What follows belongs to an exercise in optimizing a design on an open flow for small area, a short achievable clock period and few clock cycles; a production flow would make more cautious choices. At most, simulation tests tie the RTL to the original design; equivalence was not proved. No functional check of the RTL was part of run 1. No activity file was given, so power comes from the tool's default toggle rates.

### flow/design.v
module sdr_frame_tx (
    input  wire       clk,
    input  wire       rst,
    input  wire       in_valid,
    output wire       in_ready,
    input  wire [7:0] in_data,
    output wire       out_valid,
    input  wire       out_ready,
    output wire [7:0] out_data,
    output wire       done
);
    localparam [79:0] EOS_PATTERN = 80'h454F5300FF454F5300FF;
    localparam [2:0]  T_NONE = 3'd0,    
                      T_TRAIN = 3'd1, T_START = 3'd2, T_DATA = 3'd3,
                      T_PARITY = 3'd4, T_END = 3'd5, T_DONE = 3'd6;
    function automatic [7:0] frame_const(input [5:0] c);
        case (c)
            6'd16: frame_const = 8'h1A; 6'd17: frame_const = 8'hCF;
            6'd18: frame_const = 8'hFC; 6'd19: frame_const = 8'h1D;
            6'd20: frame_const = 8'hFE; 6'd21: frame_const = 8'h3B;
            6'd22: frame_const = 8'h14; 6'd23: frame_const = 8'hBE;
            6'd24: frame_const = 8'hA8; 6'd25: frame_const = 8'h5B;
            6'd26: frame_const = 8'hCE; 6'd27: frame_const = 8'h56;
            6'd28: frame_const = 8'h60; 6'd29: frame_const = 8'hDA;
            6'd30: frame_const = 8'hE8; 6'd31: frame_const = 8'hC8;
            6'd32: frame_const = 8'h81; 6'd33: frame_const = 8'h26;
            6'd34: frame_const = 8'h9E; 6'd35: frame_const = 8'hE1;
            6'd36: frame_const = 8'hFC; 6'd37: frame_const = 8'h76;
            6'd38: frame_const = 8'h29; 6'd39: frame_const = 8'h7D;
            6'd40: frame_const = 8'h50; 6'd41: frame_const = 8'hB7;
            6'd42: frame_const = 8'h9C; 6'd43: frame_const = 8'hAC;
            6'd44: frame_const = 8'hC1; 6'd45: frame_const = 8'hB5;
            6'd46: frame_const = 8'hD1; 6'd47: frame_const = 8'h00;
            default: frame_const = 8'hAA;
        endcase
    endfunction
    function automatic [6:0] ham_enc(input [3:0] d);
        ham_enc = {d, d[3] ^ d[2] ^ d[0], d[3] ^ d[1] ^ d[0], d[2] ^ d[1] ^ d[0]};
    endfunction
    function automatic [31:0] crc_nib(input [31:0] r0, input [3:0] d);
        integer j;
        reg [31:0] r;
        begin
            r = r0 ^ {28'd0, d};
            for (j = 0; j < 4; j = j + 1)
                r = r[0] ? ((r >> 1) ^ 32'hEDB88320) : (r >> 1);
            crc_nib = r;
        end
    endfunction
    reg  [79:0] buf_q;     
    reg  [79:0] acc_q;     
    reg  [31:0] crc_q;
    reg  [5:0]  cur_q;     
    reg  [7:0]  od_q;
    reg         ov_q;
    reg  [2:0]  ft_q;      
    reg  [1:0]  rep_q;
    reg  [2:0]  slot_q;
    reg  [7:0]  gid_q;
    reg         eos_q;
    reg  [3:0]  fill_q;
    reg         rdy_q;     
    reg         done_q;
    assign out_valid = ov_q;
    assign out_data  = od_q;
    assign in_ready  = rdy_q;
    assign done      = done_q;
    wire is_d = (ft_q == T_DATA);
    wire is_p = (ft_q == T_PARITY);
    wire pay  = (cur_q >= 6'd23) && (cur_q <= 6'd42);
    wire hi   = cur_q[0];
    wire ld   = (ft_q != T_DONE) && !(ft_q == T_NONE && cur_q == 6'd20) && (!ov_q || out_ready);
    wire take = in_valid && rdy_q;
    wire [7:0] pb  = (is_d ? buf_q[79:72] : 8'h00) | (is_p ? acc_q[79:72] : 8'h00);
    wire [3:0] onib = hi ? pb[7:4] : pb[3:0];
    wire [3:0] cnib = hi ? pb[3:0] : pb[7:4];
    wire [31:0] crc_f = ~crc_q;
    reg [7:0] vb;
    always @* begin
        vb = 8'h00;
        if (pay)
            vb = {1'b0, ham_enc(onib)};
        else case (cur_q)
            6'd20: vb = {5'd0, ft_q};
            6'd21: vb = (is_d || is_p) ? gid_q : 8'h00;
            6'd22: vb = {5'd0, is_p, 1'b0, 1'b0} | (is_d ? {5'd0, slot_q} : 8'h00);
            6'd43: vb = crc_f[31:24];
            6'd44: vb = crc_f[23:16];
            6'd45: vb = crc_f[15:8];
            6'd46: vb = crc_f[7:0];
            default: vb = 8'h00;
        endcase
    end
    wire shift_out = ld && pay && !hi;    
    wire frame_end = ld && (cur_q == 6'd47);
    always @(posedge clk) begin
        if (take || (shift_out && is_d))
            buf_q <= {buf_q[71:0], in_data};
        if (shift_out)
            acc_q <= {acc_q[71:0], (slot_q != 3'd0 ? acc_q[79:72] : 8'h00) ^ buf_q[79:72]};
        if (ld && !(cur_q >= 6'd43 && cur_q <= 6'd46))
            crc_q <= pay ? crc_nib(crc_q, cnib) : 32'hFFFFFFFF;
        if (rst)
            od_q <= 8'hAA;
        else if (ld)
            od_q <= frame_const(cur_q) ^ vb;
    end
    always @(posedge clk) begin
        if (rst) begin
            cur_q  <= 6'd1;
            ov_q   <= 1'b1;
            ft_q   <= T_TRAIN;
            rep_q  <= 2'd0;
            slot_q <= 3'd0;
            gid_q  <= 8'd1;
            eos_q  <= 1'b0;
            fill_q <= 4'd0;
            rdy_q  <= 1'b1;
            done_q <= 1'b0;
        end else begin
            done_q <= (ft_q == T_DONE) && !ov_q;
            if (ld)
                ov_q <= 1'b1;
            else if (out_ready)
                ov_q <= 1'b0;
            if (ld)
                cur_q <= (cur_q == 6'd47) ? 6'd0 : cur_q + 6'd1;
            if (take) begin
                fill_q <= (fill_q == 4'd9) ? 4'd0 : fill_q + 4'd1;
                if (fill_q == 4'd9)
                    rdy_q <= 1'b0;
            end
            if (shift_out && is_d && cur_q == 6'd42)
                rdy_q <= 1'b1;
            if (ft_q == T_NONE && !rdy_q) begin
                if (buf_q == EOS_PATTERN) begin
                    eos_q <= 1'b1;
                    ft_q  <= (slot_q != 3'd0) ? T_PARITY : T_END;
                end else
                    ft_q  <= T_DATA;
            end
            if (frame_end) begin
                case (ft_q)
                    T_TRAIN: begin
                        rep_q <= rep_q + 2'd1;
                        if (rep_q == 2'd3) ft_q <= T_START;
                    end
                    T_START: begin
                        rep_q <= (rep_q == 2'd2) ? 2'd0 : rep_q + 2'd1;
                        if (rep_q == 2'd2) ft_q <= T_NONE;
                    end
                    T_DATA: begin
                        slot_q <= slot_q + 3'd1;
                        ft_q   <= (slot_q == 3'd3) ? T_PARITY : T_NONE;
                    end
                    T_PARITY: begin
                        slot_q <= 3'd0;
                        gid_q  <= (gid_q == 8'd255) ? 8'd1 : gid_q + 8'd1;
                        ft_q   <= eos_q ? T_END : T_NONE;
                    end
                    default: begin
                        rep_q <= rep_q + 2'd1;
                        if (rep_q == 2'd2) ft_q <= T_DONE;
                    end
                endcase
            end
        end
    end
endmodule
### flow/config.mk
export PLATFORM = sky130hd
export DESIGN_NAME = sdr_frame_tx
export DESIGN_NICKNAME = sdr_frame_tx
export VERILOG_FILES = /design/flow/design.v
export SDC_FILE = /design/flow/constraint.sdc
export NUM_CORES = 4
export LEC_CHECK = 0
export CAP_MARGIN = 20
export CORE_MARGIN = 2
export CORE_UTILIZATION = 40
export SLEW_MARGIN = 20
### flow/standard.sh
#!/bin/bash
# synth_recipe.tcl (not shown) runs the flow's synth.tcl, then flattens the netlist and writes it again
# the make line also repeats each setting of config.mk as NAME=value (left out here)
make -C /OpenROAD-flow-scripts/flow DESIGN_CONFIG=/design/flow/config.mk WORK_HOME=/design/flow/orfs CLKGATE_MAP_FILE= SYNTH_SCRIPT=/design/flow/synth_recipe.tcl "${@:-finish}"
### flow/flow/run.sh
#!/bin/bash
# Standard layout, with timing repair aimed well below the 15 ns clock period
# (the constraints are unchanged; only repair_timing's setup margin grows).
set -euo pipefail
cd "$(dirname "$0")/.."
export SETUP_SLACK_MARGIN=11
bash standard.sh > standard_make.log 2>&1
### flow/constraint.sdc
create_clock -name core_clock -period 15.0 [get_ports {clk}]
set_input_delay 3.0000 -clock core_clock [delete_from_list [all_inputs] [get_ports {clk}]]
set_output_delay 3.0000 -clock core_clock [all_outputs]
set_load 0.01 [all_outputs]
==> flow_summary.ini, run 1 <==
[status]
status = complete, no violations

[floorplanning]
rows = 58
initial_core_util_pct = 41.0
core_area_sq_um = 25300
ioPinCount = 23
fp.dieArea_sq_um = 27200
chipHeight_um = 165
die_w_um = 165

[setup_path]
cp.arrival_ns = 4.77
crit_buf_inv = 4
required_ns = 15.44
cp-start-kind = input port
setup.worst_path.class = in2reg
cp_slowest_cell = a211o_4
cp-end-kind = register
cp_max_fo = 5
critPathMaxStageDelay_ns = 0.32
crit_family = compound AO/OA/AOI/OAI gates
crit_top_cell = buf_6
crit_chain = buf_6, nand2b_4, o311ai_4, buf_12, nor3_4, a211o_4, buf_6, inv_6, ha_4, a21o_1, o22ai_1, a32o_2

[drt]
dr_total_vias = 6855
routed_via_density = 5.59
ant_nets = 0
drc = 0
wl_per_cell_um = 19.3
first_iter_violations = 561
wirelength_um = 23700
firstDrtPassIters = 6

[cells_and_area]
area_growth_pct = 27.6
drive_gt1_share_pct = 24.9
n_antenna_cell = 0
final_nets = 903
regArea_sq_um = 6710
instances_no_fill = 1226
nFillCells = 2141
multi_input_area_sq_um = 4150

[timing]
skew_ns = 0.0104
relSlewSlack_pct = 37.1
postLayoutSetupSlackWorst_ns = 10.66
rsz0062_at_grt = yes
hold_violations = 0
fin_crit_ns = 4.34
setup_viol = 0
tns_ns = 0
fmax_ghz = 0.231
slew_viol_final = 0
holdWs_ns = 0.414
period_share_pct = 28.9
tightest_slew_ns = 0.931

[clocking]
cts_root_buf = clkbuf_16
clock-sinks = 238
clock_latency_ns = 0.54
cts_tree = done
path_clk_slew_ns = 0.06
cts.path.max_buffers = 3
numCtsBuffers = 26
htreeDepth = 1
holdBufCountCts = 0

[pwr]
switching_share_pct = 21.8
p_seq_share_pct = 49.5
powerDensity_nw_per_um2 = 112
p_sw_w = 0.000324
peakVddDrop_uv = 92.2
p_comb_share_pct = 6.8
p_clk_share_pct = 43.7
power.leakage_nw = 4.30
internal-power_w = 0.00116

[grt]
grt_pass1_vias = 6563
grt_pass1_wl_um = 36000
grt_antenna_before_repair = 0
grt_usage_pct = 17.0
grt_max_degree = 41
grt_overflow = 0

[yosys]
synthTopCellsByArea = edfxtp_1 (56%), dfxtp_1 (8.9%), nand2_1 (2.8%), xnor2_1 (2.7%), ha_1 (1.8%)
synth_warnings = 1
synth.cell_area_sq_um = 10300
syn_nets = 812
synth_edf_count = 192
synthFlopType = edfxtp_1
synth_top_cell_by_area = edfxtp_1
yosysUniqueCellTypes = 88
syn_avg_cell_area_sq_um = 13.2
ys_ff_latch = 238
synth_seq_area_share_pct = 64.6
async_reset_ff_share_pct = 0
syn_inst = 785
synth_top_area_share_pct = 55.7

[placement]
place_ws_ns = 8.91
gp_congestion = 0.845
port_buffers = 22
dp.cells = 1105
place_hpwl_um = 13100

[hold_path]
min-delay-path-class = reg2reg

[run]
drv_cap = 0
==> cell type report <==
type                       instances  area share, %
timing repair buffer              80           7.09
clock buffer                      29           5.01
timing repair inverter             2         0.0853
inverter                          19          0.777
clock inverter                    19           1.67
multi-input combinational        509           31.5
tap                              330           3.13
sequential                       238           50.8
==> worst paths after layout <==
check             from         to  slack (ns)  cells past startpoint
max          out_ready   register       10.66                     12
min          acc_q[14]  acc_q[22]        0.41                      0
max reg2reg    ft_q[2]  crc_q[19]       11.11                      7
min reg2reg  acc_q[14]  acc_q[22]        0.41                      0
==> stage by stage <==
step / area (sq um) / util (%) / total power, W
3_5_place_dp: 10900 / 43.3 / 0.000806
2_1_floorplan: 10500 / - / 0.000789
3_3_place_gp: 10900 / 43.3 / 0.000805
6_report: 13200 / 52.3 / 0.00148
5_1_grt: 13200 / 52.3 / 0.00153
4_1_cts: 12800 / 50.6 / 0.00148
==> power groups by stage <==
stage                     Combinational, W  Clock (W)  Sequential, W
after floorplan                  0.0000445          0       0.000745
after global placement           0.0000562          0       0.000749
after detailed placement         0.0000565          0       0.000750
after CTS                        0.0000854   0.000660       0.000735
after global routing              0.000107   0.000687       0.000737
final                             0.000101   0.000648       0.000736
==> repair_timing <==
action,CTS,global route
pin swaps,35,23
gates resized for setup,156,34
endpoints found under the setup margin,236,206
setup buffers,37,8
cloned,15,13
==> synth_stat cells, types with 5 or more instances <==
library cell  number
nor4_1            10
nand4_1           11
buf_1              5
or3_1              5
mux2i_1           13
buf_6              5
a31oi_1            6
a21oi_1           28
edfxtp_1         192
nand3_1           23
ha_1              15
buf_2              7
o21ai_0           25
dfxtp_1           46
clkbuf_1          19
a22oi_1           12
nor2_1            40
o22ai_1           18
a211oi_1          14
nor2b_1            9
nand2_1           76
nor3_1            15
xnor2_1           32
xor2_1            20
nand4b_1           7
and3_1             6
inv_1             16
a21o_1             5
nand2b_1          10
==> layout by cell type, fill, tap and decap left out, types with 11 or more instances in the layout <==
cell type  Yosys  layout
buf_6          5      23
nand4_1       11      11
mux2i_1       13      12
nand2_8        0      18
a22oi_1       12      11
xnor2_1       32      31
buf_4          1      33
a21oi_1       28      26
nor3_1        15      11
inv_1         16      12
nand2_1       76      72
nand3_1       23      22
o21ai_0       25      20
o22ai_1       18      18
clkbuf_16      0      28
dfxtp_1       46      35
nor2_1        40      38
xor2_1        20      20
edfxtp_1     192     192
==> cells by family after synthesis <==
logic type / synth area share, %
flip-flops: 64.6
XOR/XNOR: 6.39
multiplexers: 1.86
AO/OA/AOI/OAI: 10.8
buffers and inverters: 2.56
adder cells (fa/ha/maj): 1.81
AND/OR/NAND/NOR: 11.9
==> flip-flops by register name, indices dropped and copies added (netlist names), 3 cells and up, named ones only <==
| register | cells |
|---|---|
| fill_q | 4 |
| cur_q | 6 |
| buf_q | 80 |
| acc_q | 80 |
| slot_q | 3 |
| ft_q | 3 |
| od_q | 8 |
| crc_q | 32 |
| gid_q | 8 |
==> layer usage <==
metal	GRT usage, %	part of all wire (%)	up-vias
met3	3.01	5.3	42
met5	0	0	-
met1	23.6	45	3402
met4	4.82	2.3	0
met2	27.6	47	198
li1	-	-	3213
==> run 2: changes to the inputs <==
--- a/flow/design.v
+++ b/flow/design.v
@@ -59,18 +59,18 @@
     reg  [7:0]  gid_q;
     reg         eos_q;
     reg  [3:0]  fill_q;
-    reg         rdy_q;     
+    reg         full_q;
     reg         done_q;
     assign out_valid = ov_q;
     assign out_data  = od_q;
-    assign in_ready  = rdy_q;
+    assign in_ready  = ~full_q;
     assign done      = done_q;
     wire is_d = (ft_q == T_DATA);
     wire is_p = (ft_q == T_PARITY);
     wire pay  = (cur_q >= 6'd23) && (cur_q <= 6'd42);
     wire hi   = cur_q[0];
     wire ld   = (ft_q != T_DONE) && !(ft_q == T_NONE && cur_q == 6'd20) && (!ov_q || out_ready);
-    wire take = in_valid && rdy_q;
+    wire take = in_valid && !full_q;
     wire [7:0] pb  = (is_d ? buf_q[79:72] : 8'h00) | (is_p ? acc_q[79:72] : 8'h00);
     wire [3:0] onib = hi ? pb[7:4] : pb[3:0];
     wire [3:0] cnib = hi ? pb[3:0] : pb[7:4];
@@ -115,7 +115,7 @@
             gid_q  <= 8'd1;
             eos_q  <= 1'b0;
             fill_q <= 4'd0;
-            rdy_q  <= 1'b1;
+            full_q <= 1'b0;
             done_q <= 1'b0;
         end else begin
             done_q <= (ft_q == T_DONE) && !ov_q;
@@ -128,11 +128,11 @@
             if (take) begin
                 fill_q <= (fill_q == 4'd9) ? 4'd0 : fill_q + 4'd1;
                 if (fill_q == 4'd9)
-                    rdy_q <= 1'b0;
+                    full_q <= 1'b1;
             end
             if (shift_out && is_d && cur_q == 6'd42)
-                rdy_q <= 1'b1;
-            if (ft_q == T_NONE && !rdy_q) begin
+                full_q <= 1'b0;
+            if (ft_q == T_NONE && full_q) begin
                 if (buf_q == EOS_PATTERN) begin
                     eos_q <= 1'b1;
                     ft_q  <= (slot_q != 3'd0) ? T_PARITY : T_END;
==> flow/run.sh (new file) <==
#!/bin/bash
# synth_recipe.tcl (not shown) runs the flow's synth.tcl, then flattens the netlist and writes it again
# the make line also repeats each setting of config.mk as NAME=value (left out here)
make -C /OpenROAD-flow-scripts/flow DESIGN_CONFIG=/design/flow/config.mk WORK_HOME=/design/flow/orfs CLKGATE_MAP_FILE= SYNTH_SCRIPT=/design/flow/synth_recipe.tcl finish
--- a/flow/config.mk
+++ b/flow/config.mk
@@ -8,4 +8,5 @@
 export CAP_MARGIN = 20
 export CORE_MARGIN = 2
 export CORE_UTILIZATION = 40
+export SETUP_SLACK_MARGIN = 0.5
 export SLEW_MARGIN = 20
removed: flow/flow/run.sh
removed: flow/standard.sh
==> run 2 against run 1 <==
Net effect:
- non-clock buffer count decreased by 52
- worst hold slack improved by 0.0031 ns
- first-iteration DRC count decreased by 1.4%
- via count decreased by 9.2%
- utilization decreased by 5.8 points
- power decreased by 4.6%
- critical path depth decreased by 6
- die area decreased by 0.56%
- count of clock-buffer cells in the layout unchanged
- combinational power decreased by 48%
- cell count decreased by 6.4%
- highest routed layer unchanged
==> flow_summary.ini, run 2 <==
[floorplanning]
fp.dieArea_sq_um = 27000
ioPinCount = 23
core_area_sq_um = 25200
initial_core_util_pct = 40.8
die_w_um = 164
chipHeight_um = 164
rows = 58

[setup_path]
cp_max_fo = 82
cp.arrival_ns = 6.12
setup.worst_path.class = in2reg
required_ns = 15.15
cp-start-kind = input port
cp-end-kind = register

[yosys]
synth_warnings = 1
yosysUniqueCellTypes = 84
synth.most_common_cell = edfxtp_1
synth_top_cell_by_area = edfxtp_1
synth_compound_area_share_pct = 10.7
synth_edf_count = 192
syn_inst = 776
synthFlopType = edfxtp_1
synthTopCellsByCount = edfxtp_1 (192), nand2_1 (70), dfxtp_1 (46)
syn_nets = 803
synth_top_family_by_area = simple AND/OR/NAND/NOR gates
synth_xor_area_share_pct = 6.63
synthMuxAreaShare_pct = 1.44
yosys.area_share.simple_pct = 12.2
synthTopCellsByArea = edfxtp_1 (56%), dfxtp_1 (9.0%), xnor2_1 (2.7%), nand2_1 (2.6%), ha_1 (1.8%)
syn_avg_cell_area_sq_um = 13.3
yosys.area_share.adder_pct = 1.82
synth_seq_area_share_pct = 65.0
ys_ff_latch = 238
async_reset_ff_share_pct = 0
synth_top_area_share_pct = 56.1
synth.cell_area_sq_um = 10300

[drt]
wirelength_um = 20100
first_iter_violations = 553
dr_total_vias = 6224
wl_per_cell_um = 17.5
drc = 0
ant_nets = 0
routed_via_density = 5.42
firstDrtPassIters = 5

[cells_and_area]
drive_gt1_share_pct = 9.66
layout_commonest_cell = edfxtp_1
n_antenna_cell = 0
final_cell_mix = edfxtp_1 (192), nand2_1 (70), dfxtp_1 (46)
nFillCells = 2248
finalCoreUtilization_pct = 46.5
reg_top3 = acc_q (80), buf_q (80), crc_q (32)
area_growth_pct = 13.8
final_nets = 825

[timing]
relSlewSlack_pct = 32.8
holdWs_ns = 0.417
slew_viol_final = 0
tightest_slew_ns = 1.01
rsz0062_at_grt = no
postLayoutSetupSlackWorst_ns = 9.03
period_share_pct = 39.8
hold_violations = 0
fmax_ghz = 0.167
skew_ns = 0.00619
tns_ns = 0
setup_viol = 0
fin_crit_ns = 5.97

[clocking]
cts_tree = done
holdBufCountCts = 0
clock-sinks = 238
htreeDepth = 1
cts.path.max_buffers = 3
cts_root_buf = clkbuf_16
clock_latency_ns = 0.52
numCtsBuffers = 26
ctsResizeCount = 0
path_clk_slew_ns = 0.06
post_cts_buffers = 0

[grt]
grt_max_degree = 83
grt_pass1_vias = 6011
grt_usage_pct = 15.3
met1_usage_pct = 22.8
grt_use_met2_pct = 23.1
grt_pass1_wl_um = 32700
grt_overflow = 0
gr-usage-met3_pct = 2.60
grt_antenna_before_repair = 0
busiest_layer = met2

[hold_path]
min-delay-path-class = reg2reg

[pwr]
peakVddDrop_uv = 99.2
powerDensity_nw_per_um2 = 121
power.leakage_nw = 3.73

[status]
status = complete, no violations

[placement]
gp_congestion = 0.867
port_buffers = 22
place_hpwl_um = 13200
place_ws_ns = 8.40

[run]
drv_cap = 0
run 2: changes by cell type after synthesis, sizes merged, moves of 4 or more:
cell,change
nand4,+5
xor2,+4
a211oi,-10
o21ai,+5
o22a,+4
nand2,-5
buf,-4
run 2: cell type report:
| type | instances | area (sq um) | share of cell area (%) |
|---|---|---|---|
| flip-flops and latches | 238 | 6690 | 57.1 |
| multi-input cells | 484 | 3410 | 29.2 |
| clock buffers | 29 | 683 | 5.84 |
| well taps | 330 | 413 | 3.53 |
| repair buffers | 28 | 265 | 2.27 |
| clock inverters | 19 | 169 | 1.44 |
| inverters | 20 | 75.1 | 0.641 |
run 2: cell families after synthesis:
kind of cell | after synthesis
multiplexers | 14
adder cells (fa/ha/maj) | 15
AO/OA/AOI/OAI | 157
XOR/XNOR | 64
AND/OR/NAND/NOR | 234
flip-flops | 238
buffers and inverters | 54
run 2: routing by layer:
layer / vias to the layer above / wire [um]
li1: 3006 / -
met1: 3022 / 9480
met2: 160 / 9090
met3: 36 / 1050
met4: 0 / 447
met5: - / 0
run 2: metrics by stage:
stage	power (W)	instance area [sq um]	instances
finish	0.00142	11700	1148
global route	0.00147	11700	1148
CTS	0.00143	11700	1148
detailed placement	0.000805	10900	1100
global placement	0.000804	10900	1100
floorplan	0.000786	10300	776
run 2: final timing paths:
kind | start | to | slack [ns] | depth (start not counted)
max | out_ready | buf_q[72] | 9.03 | 6
min | acc_q[39] | acc_q[47] | 0.42 | 0
max reg2reg | cur_q[0] | buf_q[72] | 10.36 | 7
min reg2reg | acc_q[39] | acc_q[47] | 0.42 | 0
run 2: worst max-delay path, stage by stage:
cell	delay (ns)
clkdlybuf4s50_1	0.45
nor2b_1	0.13
a211o_1	0.60
nor3_2	0.26
buf_4	0.75
a21o_4	0.84
run 2: power by group:
group          leakage (nW)  switching (W)   total, W  internal, W
Clock                 0.414       0.000248   0.000626     0.000378
Combinational          1.22      0.0000332  0.0000529    0.0000197
Sequential             2.09      0.0000113   0.000738     0.000727
Total                  3.73       0.000293    0.00142      0.00112
Testbench counts of run 2, summed over its fixed seeds: cycles 32,640.
==> run 3: changes to the inputs <==
--- a/flow/design.v
+++ b/flow/design.v
@@ -51,26 +51,33 @@
     reg  [79:0] acc_q;     
     reg  [31:0] crc_q;
     reg  [5:0]  cur_q;     
-    reg  [7:0]  od_q;
+    reg  [7:0]  od_q;      
     reg         ov_q;
+    reg  [7:0]  sk_q;      
+    reg         skv_q;
+    reg  [7:0]  id_q;      
+    reg         iv_q;
     reg  [2:0]  ft_q;      
     reg  [1:0]  rep_q;
     reg  [2:0]  slot_q;
     reg  [7:0]  gid_q;
     reg         eos_q;
     reg  [3:0]  fill_q;
-    reg         full_q;
+    reg         full_q;    
+    reg         rdy_q;     
+    reg         chunk_q;   
     reg         done_q;
     assign out_valid = ov_q;
     assign out_data  = od_q;
-    assign in_ready  = ~full_q;
+    assign in_ready  = rdy_q;
     assign done      = done_q;
     wire is_d = (ft_q == T_DATA);
     wire is_p = (ft_q == T_PARITY);
     wire pay  = (cur_q >= 6'd23) && (cur_q <= 6'd42);
     wire hi   = cur_q[0];
-    wire ld   = (ft_q != T_DONE) && !(ft_q == T_NONE && cur_q == 6'd20) && (!ov_q || out_ready);
-    wire take = in_valid && !full_q;
+    wire ld   = (ft_q != T_DONE) && !(ft_q == T_NONE && cur_q == 6'd20) && !skv_q;
+    wire take = in_valid && rdy_q;
+    wire main_free = !ov_q || out_ready;
     wire [7:0] pb  = (is_d ? buf_q[79:72] : 8'h00) | (is_p ? acc_q[79:72] : 8'h00);
     wire [3:0] onib = hi ? pb[7:4] : pb[3:0];
     wire [3:0] cnib = hi ? pb[3:0] : pb[7:4];
@@ -94,16 +101,19 @@
     wire shift_out = ld && pay && !hi;    
     wire frame_end = ld && (cur_q == 6'd47);
     always @(posedge clk) begin
-        if (take || (shift_out && is_d))
-            buf_q <= {buf_q[71:0], in_data};
+        id_q <= in_data;
+        if (iv_q || (shift_out && is_d))
+            buf_q <= {buf_q[71:0], id_q};
         if (shift_out)
             acc_q <= {acc_q[71:0], (slot_q != 3'd0 ? acc_q[79:72] : 8'h00) ^ buf_q[79:72]};
         if (ld && !(cur_q >= 6'd43 && cur_q <= 6'd46))
             crc_q <= pay ? crc_nib(crc_q, cnib) : 32'hFFFFFFFF;
         if (rst)
             od_q <= 8'hAA;
-        else if (ld)
-            od_q <= frame_const(cur_q) ^ vb;
+        else if (main_free)
+            od_q <= skv_q ? sk_q : frame_const(cur_q) ^ vb;
+        if (ld && !main_free)
+            sk_q <= frame_const(cur_q) ^ vb;
     end
     always @(posedge clk) begin
         if (rst) begin
@@ -116,23 +126,35 @@
             eos_q  <= 1'b0;
             fill_q <= 4'd0;
             full_q <= 1'b0;
+            rdy_q  <= 1'b1;
+            chunk_q <= 1'b0;
+            skv_q  <= 1'b0;
+            iv_q   <= 1'b0;
             done_q <= 1'b0;
         end else begin
-            done_q <= (ft_q == T_DONE) && !ov_q;
-            if (ld)
-                ov_q <= 1'b1;
-            else if (out_ready)
-                ov_q <= 1'b0;
+            done_q <= (ft_q == T_DONE) && !ov_q && !skv_q;
+            iv_q <= take;
+            if (main_free)
+                ov_q <= skv_q || ld;
+            if (skv_q)
+                skv_q <= !main_free;
+            else
+                skv_q <= ld && !main_free;
             if (ld)
                 cur_q <= (cur_q == 6'd47) ? 6'd0 : cur_q + 6'd1;
             if (take) begin
                 fill_q <= (fill_q == 4'd9) ? 4'd0 : fill_q + 4'd1;
-                if (fill_q == 4'd9)
+                if (fill_q == 4'd9) begin
                     full_q <= 1'b1;
+                    rdy_q  <= 1'b0;
+                end
             end
-            if (shift_out && is_d && cur_q == 6'd42)
+            chunk_q <= full_q;
+            if (shift_out && is_d && cur_q == 6'd42) begin
                 full_q <= 1'b0;
-            if (ft_q == T_NONE && full_q) begin
+                rdy_q  <= 1'b1;
+            end
+            if (ft_q == T_NONE && chunk_q) begin
                 if (buf_q == EOS_PATTERN) begin
                     eos_q <= 1'b1;
                     ft_q  <= (slot_q != 3'd0) ? T_PARITY : T_END;
==> flow/flow/run.sh (new file) <==
#!/bin/bash
# Standard layout, with timing repair aimed well below the 15 ns clock period
# (the constraints are unchanged; only repair_timing's setup margin grows).
set -euo pipefail
cd "$(dirname "$0")/.."
export SETUP_SLACK_MARGIN=11
bash standard.sh > standard_make.log 2>&1
==> flow/standard.sh (new file) <==
#!/bin/bash
# synth_recipe.tcl (not shown) runs the flow's synth.tcl, then flattens the netlist and writes it again
# the make line also repeats each setting of config.mk as NAME=value (left out here)
make -C /OpenROAD-flow-scripts/flow DESIGN_CONFIG=/design/flow/config.mk WORK_HOME=/design/flow/orfs CLKGATE_MAP_FILE= SYNTH_SCRIPT=/design/flow/synth_recipe.tcl "${@:-finish}"
--- a/flow/config.mk
+++ b/flow/config.mk
@@ -8,5 +8,4 @@
 export CAP_MARGIN = 20
 export CORE_MARGIN = 2
 export CORE_UTILIZATION = 40
-export SETUP_SLACK_MARGIN = 0.5
 export SLEW_MARGIN = 20
removed: flow/run.sh
==> run 3 against run 2 <==
Net effect:
- sequential share of layout area is 0.48 points higher
- clock power up 5.1%
- largest cell class unchanged
- combinational power increased by 33%
- largest power group unchanged
- highest routed layer unchanged
==> flow_summary.ini, run 3 <==
[timing]
fmax_ghz = 0.250
hold_violations = 0
tns_ns = 0
slew_viol_final = 0
tightest_slew_ns = 0.981
rsz0062_at_grt = yes
setup_viol = 0
relSlewSlack_pct = 34.3
skew_ns = 0.0281
fin_crit_ns = 3.99
period_share_pct = 26.6

[pwr]
internal-power_w = 0.00119
p_clk_share_pct = 43.3
peakVddDrop_uv = 90.4
p_sw_w = 0.000324
p_comb_share_pct = 4.6
power.leakage_nw = 4.03
p_seq_share_pct = 52.0
powerDensity_nw_per_um2 = 122
switching_share_pct = 21.4

[clocking]
htreeDepth = 1
cts_root_buf = clkbuf_16
clock-sinks = 258
holdBufCountCts = 0
clock_latency_ns = 0.56
path_clk_slew_ns = 0.06
cts.path.max_buffers = 3
cts_tree = done
numCtsBuffers = 28

[cells_and_area]
nFillCells = 2405
area_growth_pct = 14.4
finalCoreUtilization_pct = 46.4
layout_commonest_cell = edfxtp_1
final_cell_mix = edfxtp_1 (200), nand2_1 (66), dfxtp_1 (46)
n_antenna_cell = 0
instances_no_fill = 1191
final_nets = 852
reg_top3 = acc_q (80), buf_q (80), crc_q (32)
drive_gt1_share_pct = 13.9

[hold_path]
min-delay-path-class = reg2reg
hold_start = id_q[2]
min_to = buf_q[2]
worstHoldPathCells = 0

[grt]
grt_antenna_before_repair = 0
grt_max_degree = 82
grt_pass1_wl_um = 33700
grt_overflow = 0
grt_pass1_vias = 6278
grt_usage_pct = 14.7

[setup_path]
critPathMaxStageDelay_ns = 0.33
cp-start-kind = register
reg2reg_slack_ns = 11.16
r2r_start = ft_q[2]
crit_family = flip-flops
r2r-end = od_q[1]
cp-end-kind = primary output
crit_chain = buf_6
required_ns = 12.00
setup.worst_path.class = reg2out
cp_max_fo = 2
cp.arrival_ns = 0.99
r2r_cells = 7
cp_slowest_cell = dfxtp_2
crit_buf_inv = 1

[floorplanning]
rows = 60
initial_core_util_pct = 40.5
core_area_sq_um = 26900
fp.dieArea_sq_um = 28600
ioPinCount = 23
chipHeight_um = 169
die_w_um = 169

[yosys]
synth_warnings = 1
synth_seq_area_share_pct = 65.8
synth_top_cell_by_area = edfxtp_1
syn_nets = 825
synthTopCellsByArea = edfxtp_1 (55%), dfxtp_1 (11%), nand2_1 (2.3%), xnor2_1 (2.3%), xor2_1 (2.1%)
async_reset_ff_share_pct = 0
synthTopCellsByCount = edfxtp_1 (200), nand2_1 (66), dfxtp_1 (58)
ys_ff_latch = 258
synth_edf_count = 200
syn_inst = 802
syn_avg_cell_area_sq_um = 13.6
synth.most_common_cell = edfxtp_1
yosysUniqueCellTypes = 90
synth.cell_area_sq_um = 10900
synth_top_area_share_pct = 55.1
synthFlopType = edfxtp_1

[drt]
first_iter_violations = 621
wl_per_cell_um = 17.6
dr_total_vias = 6468
firstDrtPassIters = 5
routed_via_density = 5.43
ant_nets = 0
wirelength_um = 20900
drc = 0

[placement]
port_buffers = 22
dp.cells = 1133
place_hpwl_um = 13300
gp_congestion = 0.843

[run]
drv_cap = 0

[status]
status = complete, no violations
[run 3: cell types whose count changed after synthesis, sizes merged, moves of 6 or more]
cell and delta:
dfxtp +12, nand3 -12, edfxtp +8, mux2i +8, or4 -6
[run 3: worst max-delay path by stage]
stage | from | endpoint | slack, ns | cells past startpoint
6_report | od_q[4] | out_data[4] | 11.01 | 1
5_1_grt | od_q[4] | out_data[4] | 10.97 | 1
4_1_cts | od_q[4] | out_data[4] | 10.98 | 1
3_5_place_dp | rst | register | 9.56 | 7
3_3_place_gp | rst | register | 9.57 | 7
2_1_floorplan | cur_q[1] | buf_q[0] | 10.62 | 8
[run 3: stage by stage]
| step | total power [W] | setup WS (ns) | area, sq um | hold WS [ns] |
|---|---|---|---|---|
| after floorplan | 0.000855 | 10.62 | 11000 | 0.386 |
| after global placement | 0.000872 | 9.57 | 11500 | 0.387 |
| after detailed placement | 0.000873 | 9.56 | 11500 | 0.390 |
| after CTS | 0.00153 | 10.98 | 12400 | 0.404 |
| after global routing | 0.00157 | 10.97 | 12500 | 0.407 |
| final | 0.00152 | 11.01 | 12500 | 0.402 |
[run 3: power by group through the flow]
| stage | combinational, W | sequential (W) | clock (W) |
|---|---|---|---|
| 2_1_floorplan | 0.0000557 | 0.000799 | 0 |
| 3_3_place_gp | 0.0000672 | 0.000805 | 0 |
| 3_5_place_dp | 0.0000675 | 0.000805 | 0 |
| 4_1_cts | 0.0000687 | 0.000790 | 0.000675 |
| 5_1_grt | 0.0000772 | 0.000792 | 0.000701 |
| 6_report | 0.0000705 | 0.000790 | 0.000658 |
[run 3: area by class of cell]
class | instances | area [sq um] | area share [%]
Clock inverter | 9 | 81.3 | 0.652
Multi-Input combinational cell | 490 | 3580 | 28.7
Clock buffer | 42 | 805 | 6.45
Timing Repair Buffer | 31 | 309 | 2.48
Inverter | 20 | 85.1 | 0.682
Tap cell | 341 | 427 | 3.42
Sequential cell | 258 | 7180 | 57.6
[run 3: metal layers]
layer / up-vias / GRT usage, % / routed length [um]
li1: 3083 / - / -
met1: 3182 / 21.5 / 9890
met2: 168 / 22.8 / 9690
met3: 35 / 2.27 / 859
met4: 0 / 4.50 / 517
met5: - / 0 / 0
[run 3: what timing repair did]
item | in CTS | in global routing
buffers inserted | 3 | 3
pin swaps | 2 | 0
resized for setup | 70 | 6
gates cloned | 1 | 0
endpoints found under the setup margin | 113 | 63
[run 3: cell families after synthesis]
family / Yosys count / share of synthesized area, %
flops: 258 / 65.8
simple gates: 238 / 11.7
compound gates: 153 / 9.94
xor+xnor: 66 / 6.71
buf+inv: 55 / 2.45
mux: 21 / 2.14
fa+ha+maj: 11 / 1.26
Testbench counts of run 3, summed over its fixed seeds: cycles 32,640.
==> run 4: changes to the inputs <==
==> flow/flow/run.sh (replaced) <==
#!/bin/bash
# Standard layout, with timing repair aimed well below the 15 ns clock period
# (the constraints are unchanged; only repair_timing's setup margin grows).
set -euo pipefail
cd "$(dirname "$0")/.."
export SETUP_SLACK_MARGIN=10.5
bash standard.sh > standard_make.log 2>&1
==> run 4 against run 3 <==
Net effect:
- count of clock-buffer cells in the layout is 10 lower
- still clean
- critical endpoint is now out_data[5]
- critical path depth stayed put
- clock skew down 0.012 ns
- die area unchanged
- worst setup slack got worse by 0.46 ns
- critical path type unchanged
- clock power grew 7.1%
- global-route usage up 0.078 points
- combinational power shrank 5.4%
- wire length up 0.21%
- utilization fell by 0.31 points
- synthesized area stayed put
- sequential share of layout area grew 0.27 points
==> flow_summary.ini, run 4 <==
[pwr]
power.leakage_nw = 4.00
powerDensity_nw_per_um2 = 126
fin_total_pwr_w = 0.00156
peakVddDrop_uv = 80.6

[yosys]
async_reset_ff_share_pct = 0
synth_top_area_share_pct = 55.1
yosysUniqueCellTypes = 90
synth.cell_area_sq_um = 10900
synth_compound_area_share_pct = 9.94
synth.most_common_cell = edfxtp_1
syn_avg_cell_area_sq_um = 13.6
synthMuxAreaShare_pct = 2.14
syn_inst = 802
synthFlopType = edfxtp_1
synth_warnings = 1
synth_top_family_by_area = simple AND/OR/NAND/NOR gates
synth_top_cell_by_area = edfxtp_1
ys_ff_latch = 258
synth_edf_count = 200
synth_xor_area_share_pct = 6.71
synthTopCellsByCount = edfxtp_1 (200), nand2_1 (66), dfxtp_1 (58)
yosys.area_share.simple_pct = 11.7
syn_nets = 825
yosys.area_share.adder_pct = 1.26
synthTopCellsByArea = edfxtp_1 (55%), dfxtp_1 (11%), nand2_1 (2.3%), xnor2_1 (2.3%), xor2_1 (2.1%)
synth_seq_area_share_pct = 65.8

[clocking]
cts_root_buf = clkbuf_16
htreeDepth = 1
cts_tree = done
cts.path.max_buffers = 3
path_clk_slew_ns = 0.06
clock_latency_ns = 0.56
clock-sinks = 258
holdBufCountCts = 0
numCtsBuffers = 27

[timing]
rsz0062_at_grt = no
period_share_pct = 29.7
hold_violations = 0
fin_crit_ns = 4.46
tightest_slew_ns = 0.922
slew_viol_final = 0
relSlewSlack_pct = 38.5
tns_ns = 0
setup_viol = 0
skew_ns = 0.0162
fmax_ghz = 0.224

[cells_and_area]
final_cell_mix = edfxtp_1 (200), nand2_1 (66), dfxtp_1 (57)
final_nets = 848
n_antenna_cell = 0
finalCoreUtilization_pct = 46.1
drive_gt1_share_pct = 10.5
nFillCells = 2440
regArea_sq_um = 7170
layout_commonest_cell = edfxtp_1
multi_input_area_sq_um = 3500
area_growth_pct = 13.7
reg_top3 = acc_q (80), buf_q (80), crc_q (32)

[drt]
ant_nets = 0
routed_via_density = 5.38
first_iter_violations = 517
wl_per_cell_um = 17.7
wirelength_um = 21000
firstDrtPassIters = 5
drc = 0
dr_total_vias = 6386

[grt]
grt_antenna_before_repair = 0
met1_usage_pct = 21.4
busiest_layer = met2
gr-usage-met3_pct = 2.38
grt_usage_pct = 14.8
grt_use_met2_pct = 23.0
grt_pass1_vias = 6268
grt_pass1_wl_um = 33800
grt_overflow = 0
grt_max_degree = 82

[floorplanning]
initial_core_util_pct = 40.5
ioPinCount = 23
core_area_sq_um = 26900
fp.dieArea_sq_um = 28600
rows = 60
chipHeight_um = 169
die_w_um = 169

[placement]
place_hpwl_um = 13500
port_buffers = 22
gp_congestion = 0.867

[setup_path]
required_ns = 12.00
cp-end-kind = primary output
crit_chain = clkdlybuf4s50_1
cp-start-kind = register
cp.arrival_ns = 1.46
cp_max_fo = 2
setup.worst_path.class = reg2out
cp_slowest_cell = clkdlybuf4s50_1
critPathMaxStageDelay_ns = 0.56
crit_buf_inv = 1
crit_family = buffers and inverters

[hold_path]
min-delay-path-class = reg2reg

[status]
status = complete, no violations

[run]
drv_cap = 0
-- run 4: cell count changes in the layout (fill, tap and decap cells not counted), sizes merged, moves of 2 or more --
cell           change
clkbuf            -10
clkinv             +2
clkdlybuf4s50      +9
buf               -14
bufinv             +4
-- run 4: per-stage QoR --
stage	hold WS [ns]	instances	worst slack (ns)	area (sq um)
floorplan	0.386	802	10.52	10900
global placement	0.387	1134	9.88	11400
detailed placement	0.391	1134	9.82	11400
CTS	0.406	1183	10.52	12400
global route	0.409	1186	10.50	12400
finish	0.401	1186	10.54	12400
-- run 4: layer usage --
metal	part of all wire, %	vias up
met5	0	-
met4	2.4	0
met1	48	3133
li1	-	3079
met3	4.5	41
met2	46	133
-- run 4: cell type report --
cell class | instances | area share, %
Tap cell | 341 | 3.45
Clock inverter | 17 | 1.91
Multi-Input combinational cell | 490 | 28.3
Timing Repair Buffer | 28 | 2.17
Clock buffer | 32 | 5.69
Inverter | 20 | 0.626
Sequential cell | 258 | 57.9
-- run 4: repair_timing --
| item | 4_1_cts | 5_1_grt |
|---|---|---|
| setup buffers | 0 | 2 |
| gates resized for setup | 3 | 2 |
| setup endpoints to repair | 4 | 83 |
| pin swaps | 0 | 2 |
| cloned | 0 | 1 |
-- run 4: path summary, 6_finish.rpt --
check	from	endpoint	slack [ns]	cells after the start
max	od_q[5]	out_data[5]	10.54	1
max reg2reg	cur_q[0]	buf_q[24]	10.85	8
min	id_q[0]	buf_q[0]	0.40	0
min reg2reg	id_q[0]	buf_q[0]	0.40	0
-- run 4: power breakdown --
group	leakage, nW	switching [W]	internal, W
clock network	0.459	0.000281	0.000424
logic	1.30	0.0000413	0.0000254
registers	2.24	0.0000107	0.000779
-- run 4: cell families after synthesis --
family,count (synthesis)
adders and majority gates,11
buffers and inverters,55
DFF,258
muxes,21
xor gates and xnor gates,66
AOI/OAI and AO/OA,153
and+or+nand+nor,238
==> run 5: changes to the inputs <==
==> flow/flow/run.sh (replaced) <==
#!/bin/bash
# Standard layout, with timing repair aimed well below the 15 ns clock period
# (the constraints are unchanged; only repair_timing's setup margin grows).
set -euo pipefail
cd "$(dirname "$0")/.."
export SETUP_SLACK_MARGIN=11.8
bash standard.sh > standard_make.log 2>&1
==> run 5 against run 4 <==
Net effect:
- cell count rose by 6.6%
- synthesized area did not move
- global-route usage rose by 1.1 points
- worst hold slack improved by 0.0011 ns
- design area rose by 11%
- register-to-register slack improved by 0.89 ns
- die area did not move
- clock power fell by 5.0%
- sequential share of layout area fell by 5.7 points
- clock skew fell by 0.0013 ns
- critical endpoint is now in_ready
==> flow_summary.ini, run 5 <==
[clocking]
path_clk_slew_ns = 0.07
cts.path.max_buffers = 3
htreeDepth = 1
cts_tree = done
clock-sinks = 258
clock_latency_ns = 0.54
numCtsBuffers = 28
cts_root_buf = clkbuf_16
holdBufCountCts = 0

[yosys]
synth_warnings = 1
ys_ff_latch = 258
synth_top_cell_by_area = edfxtp_1
synth_edf_count = 200
synth.cell_area_sq_um = 10900
synth.most_common_cell = edfxtp_1
syn_nets = 825
yosysUniqueCellTypes = 90
syn_inst = 802
synth_top_area_share_pct = 55.1
async_reset_ff_share_pct = 0
synthTopCellsByArea = edfxtp_1 (55%), dfxtp_1 (11%), nand2_1 (2.3%), xnor2_1 (2.3%), xor2_1 (2.1%)
synthTopCellsByCount = edfxtp_1 (200), nand2_1 (66), dfxtp_1 (58)
synth_seq_area_share_pct = 65.8
syn_avg_cell_area_sq_um = 13.6
synthFlopType = edfxtp_1

[floorplanning]
chipHeight_um = 169
initial_core_util_pct = 40.5
fp.dieArea_sq_um = 28600
rows = 60
die_w_um = 169
ioPinCount = 23
core_area_sq_um = 26900

[timing]
hold_violations = 0
postLayoutSetupSlackWorst_ns = 11.00
relSlewSlack_pct = 40.8
holdWs_ns = 0.403
fin_crit_ns = 4.00
tns_ns = 0
period_share_pct = 26.7
slew_viol_final = 0
rsz0062_at_grt = yes
skew_ns = 0.0149
tightest_slew_ns = 0.882
setup_viol = 0
fmax_ghz = 0.250

[setup_path]
crit_family = flip-flops
cp_slowest_cell = dfxtp_4
cp_max_fo = 2
required_ns = 12.00
r2r_start = cur_q[0]
setup.worst_path.class = reg2out
cp-end-kind = primary output
critPathMaxStageDelay_ns = 0.35
crit_chain = buf_6
reg2reg_slack_ns = 11.74
cp.arrival_ns = 1.00
crit_buf_inv = 1
r2r_cells = 10
cp-start-kind = register

[cells_and_area]
final_nets = 924
stdcell_area_sq_um = 13800
area_growth_pct = 26.5
nFillCells = 2314
multi_input_area_sq_um = 4070
reg_top3 = acc_q (80), buf_q (80), crc_q (32)
n_antenna_cell = 0
layout_commonest_cell = edfxtp_1
drive_gt1_share_pct = 28.9
final_cell_mix = edfxtp_1 (200), nand2_1 (65), dfxtp_1 (42)
regArea_sq_um = 7190

[pwr]
fin_total_pwr_w = 0.00157
peakVddDrop_uv = 100
power.leakage_nw = 4.56
powerDensity_nw_per_um2 = 114

[placement]
place_ws_ns = 9.71
place_hpwl_um = 13600
postPlaceCellArea_sq_um = 11600
port_buffers = 22
gp_congestion = 0.866

[hold_path]
min_to = buf_q[6]
worstHoldPathCells = 0
hold_start = id_q[6]
min-delay-path-class = reg2reg

[grt]
grt_antenna_before_repair = 0
grt_usage_pct = 15.9
grt_max_degree = 82
grt_pass1_vias = 6535
grt_pass1_wl_um = 36000
grt_overflow = 0

[drt]
ant_nets = 0
wirelength_um = 23400
firstDrtPassIters = 5
first_iter_violations = 582
dr_total_vias = 6862
drc = 0
routed_via_density = 5.43
wl_per_cell_um = 18.5

[run]
drv_cap = 0

[status]
status = complete, no violations
## run 5: cell count changes in the layout (fill, tap and decap cells not counted), sizes merged, moves of 2 or more
cell / change
clkinv: +2
buf: +81
clkbuf: +7
or2: +4
bufinv: -3
clkdlybuf4s50: -11
## run 5: layout make-up
type                            count  share of cell area, %
Inverter                           20                  0.690
Multi-Input combinational cell    495                   29.5
Sequential cell                   258                   52.2
Clock buffer                       38                   5.58
Clock inverter                     14                  0.890
Timing Repair inverter              1                 0.0817
Tap cell                          341                   3.10
Timing Repair Buffer               97                   7.94
## run 5: cells by family (layout without fill, tap and decap cells)
family | Yosys count | after routing | synth area share (%)
muxes | 21 | 21 | 2.14
and+or+nand+nor | 238 | 244 | 11.7
AOI/OAI and AO/OA | 153 | 153 | 9.94
buffers and inverters | 55 | 170 | 2.45
xor gates and xnor gates | 66 | 66 | 6.71
DFF | 258 | 258 | 65.8
adders and majority gates | 11 | 11 | 1.26
## run 5: timing repair
item,CTS,global route
gates cloned,10,3
pin swaps,25,16
gates resized for setup,151,59
setup endpoints to repair,170,160
setup buffers,47,18
## run 5: metal layers
layer / routed length, um / share of wire, % / global-route usage, % / vias up
met3: 1100 / 4.7 / 2.97 / 42
met2: 10900 / 46 / 25.6 / 158
li1: - / - / - / 3249
met4: 596 / 2.5 / 4.12 / 0
met1: 10900 / 46 / 22.3 / 3413
met5: 0 / 0 / 0 / -
## run 5: stage by stage
step	utilization, %	std cells
finish	51.3	1264
global route	51.3	1264
CTS	49.6	1243
detailed placement	43.1	1134
global placement	43.1	1134
floorplan	-	802
## run 5: worst max-delay path by stage
stage	startpoint	end	slack (ns)	cells past startpoint
finish	rdy_q	in_ready	11.00	1
global route	rdy_q	in_ready	10.98	1
CTS	rdy_q	in_ready	10.98	1
detailed placement	rst	register	9.71	8
global placement	rst	register	9.70	8
floorplan	cur_q[1]	buf_q[0]	10.62	8
## run 5: report_power, final
part	switching, W	leakage, nW	internal [W]	total (W)
logic	0.0000593	1.87	0.0000533	0.000113
registers	0.0000120	2.24	0.000779	0.000791
clock network	0.000276	0.439	0.000393	0.000670
==> run 6: changes to the inputs <==
==> flow/flow/run.sh (replaced) <==
#!/bin/bash
# Standard layout, with timing repair aimed well below the 15 ns clock period
# (the constraints are unchanged; only repair_timing's setup margin grows).
set -euo pipefail
cd "$(dirname "$0")/.."
export SETUP_SLACK_MARGIN=11.4
bash standard.sh > standard_make.log 2>&1
==> run 6 against run 5 <==
Net effect:
- sequential power hardly changed
- power is 3.0% higher
- global-route usage is 0.12 points lower
- synthesized area stayed put
- wire length is 1.3% lower
- via count is 0.70% lower
- combinational power hardly changed
- worst hold slack worse by 0.0060 ns
==> flow_summary.ini, run 6 <==
[status]
status = complete, no violations

[drt]
routed_via_density = 5.50
drc = 0
ant_nets = 0
wirelength_um = 23100
firstDrtPassIters = 6
wl_per_cell_um = 18.7
first_iter_violations = 589
dr_total_vias = 6814

[yosys]
synth.most_common_cell = edfxtp_1
ys_ff_latch = 258
synth_top_cell_by_area = edfxtp_1
syn_inst = 802
syn_avg_cell_area_sq_um = 13.6
syn_nets = 825
synthFlopType = edfxtp_1
synth_warnings = 1
synthTopCellsByCount = edfxtp_1 (200), nand2_1 (66), dfxtp_1 (58)
synth_seq_area_share_pct = 65.8
synth_edf_count = 200
yosysUniqueCellTypes = 90
synthTopCellsByArea = edfxtp_1 (55%), dfxtp_1 (11%), nand2_1 (2.3%), xnor2_1 (2.3%), xor2_1 (2.1%)
synth_top_area_share_pct = 55.1
synth.cell_area_sq_um = 10900
async_reset_ff_share_pct = 0

[setup_path]
setup.worst_path.class = in2reg
reg2reg_slack_ns = 11.61
required_ns = 15.48
cp-start-kind = input port
cp_max_fo = 8
cp.arrival_ns = 4.49
cp-end-kind = register

[cells_and_area]
nFillCells = 2343
final_nets = 899
reg_top3 = acc_q (80), buf_q (80), crc_q (32)
layout_commonest_cell = edfxtp_1
drive_gt1_share_pct = 23.9
n_antenna_cell = 0
area_growth_pct = 22.9
final_cell_mix = edfxtp_1 (200), nand2_1 (66), dfxtp_1 (45)

[floorplanning]
fp.dieArea_sq_um = 28600
die_w_um = 169
initial_core_util_pct = 40.5
rows = 60
chipHeight_um = 169
core_area_sq_um = 26900
ioPinCount = 23

[pwr]
power.leakage_nw = 4.43
peakVddDrop_uv = 118
powerDensity_nw_per_um2 = 121
fin_total_pwr_w = 0.00162

[clocking]
clock_latency_ns = 0.56
cts.path.max_buffers = 3
path_clk_slew_ns = 0.06
htreeDepth = 1
cts_root_buf = clkbuf_16
clock-sinks = 258
cts_tree = done
numCtsBuffers = 28

[placement]
place_ws_ns = 9.79
place_hpwl_um = 13500
port_buffers = 22
gp_congestion = 0.850

[timing]
setup_viol = 0
rsz0062_at_grt = yes
relSlewSlack_pct = 36.6
skew_ns = 0.0298
tightest_slew_ns = 0.945
period_share_pct = 26.7
postLayoutSetupSlackWorst_ns = 10.99
fin_crit_ns = 4.01
tns_ns = 0
fmax_ghz = 0.249
slew_viol_final = 0
hold_violations = 0

[grt]
grt_antenna_before_repair = 0
grt_pass1_wl_um = 35800
grt_max_degree = 82
grt_usage_pct = 15.8
grt_pass1_vias = 6611
grt_overflow = 0

[hold_path]
min-delay-path-class = reg2reg

[run]
drv_cap = 0
[run 6: cell counts after synthesis]
No cell type changed its count.
[run 6: power breakdown]
group	total (W)	switching, W	internal, W
clock network	0.000718	0.000281	0.000437
registers	0.000791	0.0000117	0.000779
logic	0.000110	0.0000596	0.0000506
total	0.00162	0.000353	0.00127
[run 6: metrics by stage]
stage / hold WS (ns) / cell area (sq um) / instances / util [%]
global route: 0.402 / 13400 / 1239 / 49.8
floorplan: 0.386 / 11100 / 802 / -
finish: 0.397 / 13400 / 1239 / 49.8
detailed placement: 0.389 / 11500 / 1134 / 42.9
global placement: 0.388 / 11500 / 1134 / 42.9
CTS: 0.401 / 13100 / 1225 / 48.7
[run 6: worst max-delay path, stage by stage]
cell	delay (ns)
buf_12	0.11
buf_12	0.13
nor4b_4	0.29
a21oi_4	0.10
buf_8	0.16
nor3_1	0.36
a211oi_2	0.12
o22ai_1	0.21
[run 6: cell families after synthesis]
logic type / after synthesis / synth area share, %
multiplexers: 21 / 2.14
flip-flops: 258 / 65.8
XOR/XNOR: 66 / 6.71
buffers and inverters: 55 / 2.45
AND/OR/NAND/NOR: 238 / 11.7
adder cells (fa/ha/maj): 11 / 1.26
AO/OA/AOI/OAI: 153 / 9.94
[run 6: area by class of cell]
class | count | area [sq um] | share of cell area, %
flip-flops and latches | 258 | 7180 | 53.7
repair inverters | 3 | 30.0 | 0.224
multi-input cells | 493 | 3850 | 28.7
clock buffers | 35 | 777 | 5.80
well taps | 341 | 427 | 3.19
repair buffers | 72 | 811 | 6.06
inverters | 20 | 97.6 | 0.729
clock inverters | 17 | 214 | 1.60
[run 6: per-layer routing]
metal  track usage, %  part of all wire (%)
met1             22.1                    45
met2             25.3                    47
met3             2.43                   4.4
met4             5.20                   3.4
met5                0                     0
[run 6: timing repair]
action / 4_1_cts / 5_1_grt
setup endpoints to repair: 127 / 113
setup buffers: 31 / 12
gates resized for setup: 120 / 38
endpoints found under the hold margin: 0 / 0
hold buffers: 0 / 0
pin swaps: 19 / 25
cloned: 8 / 2
[run 6: path summary, 6_finish.rpt]
| path | cells after the start | to | startpoint |
|---|---|---|---|
| worst min-delay path | 0 | buf_q[2] | id_q[2] |
| worst max register to register | 8 | buf_q[7] | cur_q[0] |
| worst min register to register | 0 | buf_q[2] | id_q[2] |
| worst max-delay path | 8 | register | rst |
==> run 7: changes to the inputs <==
==> flow/run.sh (new file) <==
#!/bin/bash
# synth_recipe.tcl (not shown) runs the flow's synth.tcl, then flattens the netlist and writes it again
# the make line also repeats each setting of config.mk as NAME=value (left out here)
make -C /OpenROAD-flow-scripts/flow DESIGN_CONFIG=/design/flow/config.mk WORK_HOME=/design/flow/orfs CLKGATE_MAP_FILE= SYNTH_SCRIPT=/design/flow/synth_recipe.tcl finish
--- a/flow/config.mk
+++ b/flow/config.mk
@@ -8,4 +8,5 @@
 export CAP_MARGIN = 20
 export CORE_MARGIN = 2
 export CORE_UTILIZATION = 40
+export SETUP_SLACK_MARGIN = 0.5
 export SLEW_MARGIN = 20
removed: flow/flow/run.sh
removed: flow/standard.sh
==> run 7 against run 6 <==
Net effect:
- first-iteration DRC count grew 0.17%
- sequential power is essentially flat
- synthesized area is the same
- combinational power shrank 39%
- register-to-register slack lost 0.76 ns
- critical path type unchanged
- highest routed layer unchanged
==> flow_summary.ini, run 7 <==
[clocking]
holdBufCountCts = 0
path_clk_slew_ns = 0.06
clock_latency_ns = 0.55
numCtsBuffers = 28
post_cts_buffers = 0
htreeDepth = 1
clock-sinks = 258
cts_root_buf = clkbuf_16
cts_tree = done
ctsResizeCount = 0
cts.path.max_buffers = 3

[grt]
grt_pass1_vias = 6177
grt_overflow = 0
grt_antenna_before_repair = 0
grt_usage_pct = 14.7
grt_pass1_wl_um = 33600
grt_max_degree = 82

[cells_and_area]
reg_top3 = acc_q (80), buf_q (80), crc_q (32)
layout_commonest_cell = edfxtp_1
area_growth_pct = 13.7
regArea_sq_um = 7170
n_antenna_cell = 0
nFillCells = 2437
final_nets = 846
multi_input_area_sq_um = 3470
drive_gt1_share_pct = 10.3
final_cell_mix = edfxtp_1 (200), nand2_1 (66), dfxtp_1 (58)

[yosys]
yosys.area_share.simple_pct = 11.7
synth_compound_area_share_pct = 9.94
synth.cell_area_sq_um = 10900
synth_top_family_by_area = simple AND/OR/NAND/NOR gates
yosysUniqueCellTypes = 90
synth_seq_area_share_pct = 65.8
syn_inst = 802
syn_nets = 825
syn_avg_cell_area_sq_um = 13.6
synthTopCellsByCount = edfxtp_1 (200), nand2_1 (66), dfxtp_1 (58)
ys_ff_latch = 258
synth_top_cell_by_area = edfxtp_1
synthMuxAreaShare_pct = 2.14
synth_xor_area_share_pct = 6.71
async_reset_ff_share_pct = 0
synth.most_common_cell = edfxtp_1
synth_top_area_share_pct = 55.1
synthFlopType = edfxtp_1
synth_edf_count = 200
synthTopCellsByArea = edfxtp_1 (55%), dfxtp_1 (11%), nand2_1 (2.3%), xnor2_1 (2.3%), xor2_1 (2.1%)
synth_warnings = 1
yosys.area_share.adder_pct = 1.26

[pwr]
p_seq_share_pct = 50.1
fin_total_pwr_w = 0.00157
peakVddDrop_uv = 97.3
p_sw_w = 0.000336
p_comb_share_pct = 4.3
power.leakage_nw = 4.01
internal-power_w = 0.00124
p_clk_share_pct = 45.7
switching_share_pct = 21.3
powerDensity_nw_per_um2 = 127

[timing]
hold_violations = 0
rsz0062_at_grt = no
skew_ns = 0.0260
fin_crit_ns = 4.89
setup_viol = 0
relSlewSlack_pct = 28.5
slew_viol_final = 0
tns_ns = 0
tightest_slew_ns = 1.07
fmax_ghz = 0.204
period_share_pct = 32.6

[drt]
first_iter_violations = 590
wl_per_cell_um = 17.8
dr_total_vias = 6441
routed_via_density = 5.43
drc = 0
firstDrtPassIters = 5
ant_nets = 0
wirelength_um = 21100

[hold_path]
min-delay-path-class = reg2reg
worstHoldPathCells = 0

[setup_path]
cp.arrival_ns = 5.31
cp-end-kind = register
cp_max_fo = 51
required_ns = 15.42
setup.worst_path.class = in2reg
r2r_cells = 8
cp-start-kind = input port

[floorplanning]
chipHeight_um = 169
rows = 60
core_area_sq_um = 26900
fp.dieArea_sq_um = 28600
initial_core_util_pct = 40.5
ioPinCount = 23
die_w_um = 169

[status]
status = complete, no violations

[placement]
port_buffers = 22
gp_congestion = 0.870
place_hpwl_um = 13700

[run]
drv_cap = 0
run 7: cell counts after synthesis:
Identical to the previous run, type by type.
run 7: metrics by stage:
| step | utilization, % | setup WS (ns) | hold WS [ns] | cell area, sq um | instances |
|---|---|---|---|---|---|
| final | 46.1 | 10.11 | 0.404 | 12400 | 1186 |
| after global routing | 46.1 | 9.94 | 0.417 | 12400 | 1186 |
| after CTS | 46.1 | 10.16 | 0.405 | 12400 | 1186 |
| after global placement | 42.4 | 9.60 | 0.387 | 11400 | 1134 |
| after floorplan | - | 6.15 | 0.386 | 10900 | 802 |
| after detailed placement | 42.4 | 9.60 | 0.391 | 11400 | 1134 |
run 7: kinds of logic after synthesis:
kind of cell               Yosys count
AOI/OAI and AO/OA                  153
xor gates and xnor gates            66
adders and majority gates           11
buffers and inverters               55
DFF                                258
muxes                               21
and+or+nand+nor                    238
run 7: final timing paths:
check        slack [ns]     start        end
max reg2reg       10.85  cur_q[1]  buf_q[76]
min                0.40   id_q[0]   buf_q[0]
min reg2reg        0.40   id_q[0]   buf_q[0]
max               10.11       rst   register
run 7: metal layers:
layer	part of all wire, %	track usage (%)	vias to the layer above
li1	-	-	3076
met1	48	21.8	3168
met2	46	22.6	156
met3	4.4	2.31	41
met4	2.4	4.16	0
met5	0	0	-
run 7: area by class of cell:
class | count | area share (%)
clock inverter | 16 | 1.45
clock buffer | 36 | 6.56
multi-input combinational | 489 | 28.1
timing repair buffer | 26 | 1.98
inverter | 20 | 0.626
sequential | 258 | 57.9
tap | 341 | 3.45
run 7: power by group through the flow:
stage / clock network [W] / registers [W] / logic, W
6_report: 0.000719 / 0.000788 / 0.0000673
4_1_cts: 0.000736 / 0.000788 / 0.0000664
2_1_floorplan: 0 / 0.000799 / 0.0000508
3_5_place_dp: 0 / 0.000804 / 0.0000661
3_3_place_gp: 0 / 0.000803 / 0.0000654
5_1_grt: 0.000765 / 0.000789 / 0.0000727
run 7: critical path: stages:
cell and delay [ns]:
buf_2 0.73, nor2b_1 0.18, a21oi_4 0.46, inv_2 0.27, or3_1 0.40, a21oi_1 0.15
o32ai_1 0.10

port drivers added, routing unchanged:
The results above use ideal ports. As a check the final layouts listed here were re-extracted and re-timed, cells and wires unchanged. Step 1 assumes that a clkbuf_16 drives the clock port and a buf_2 every other input. Step 2, shift: input delay + t, output delay - t, t = (earliest + latest rising clock arrival at the registers) / 2. This alone moves slack from input paths to output paths. a / b / c = no drivers / after step 1 / after step 2; a / b = the first two.
run	shift t [ns]	setup slack, ns	pins driven straight from the clock port
run 1	0.585	10.665 / 10.677 / 10.092	1
run 2	0.567	9.026 / 9.050 / 8.483	1
run 3	0.587	11.006 / 10.960 / 10.524	1
run 4	0.598	10.544 / 10.494 / 10.113	1
run 5	0.579	11.000 / 10.955 / 10.563	1
run 6	0.598	10.991 / 10.946 / 10.397	1
run 7	0.584	10.109 / 10.134 / 9.550	1
After both steps every run listed still meets setup and hold. For run 6, which loses most, drivers alone change the setup slack by -0.045 ns; drivers and shift together by -0.594 ns.
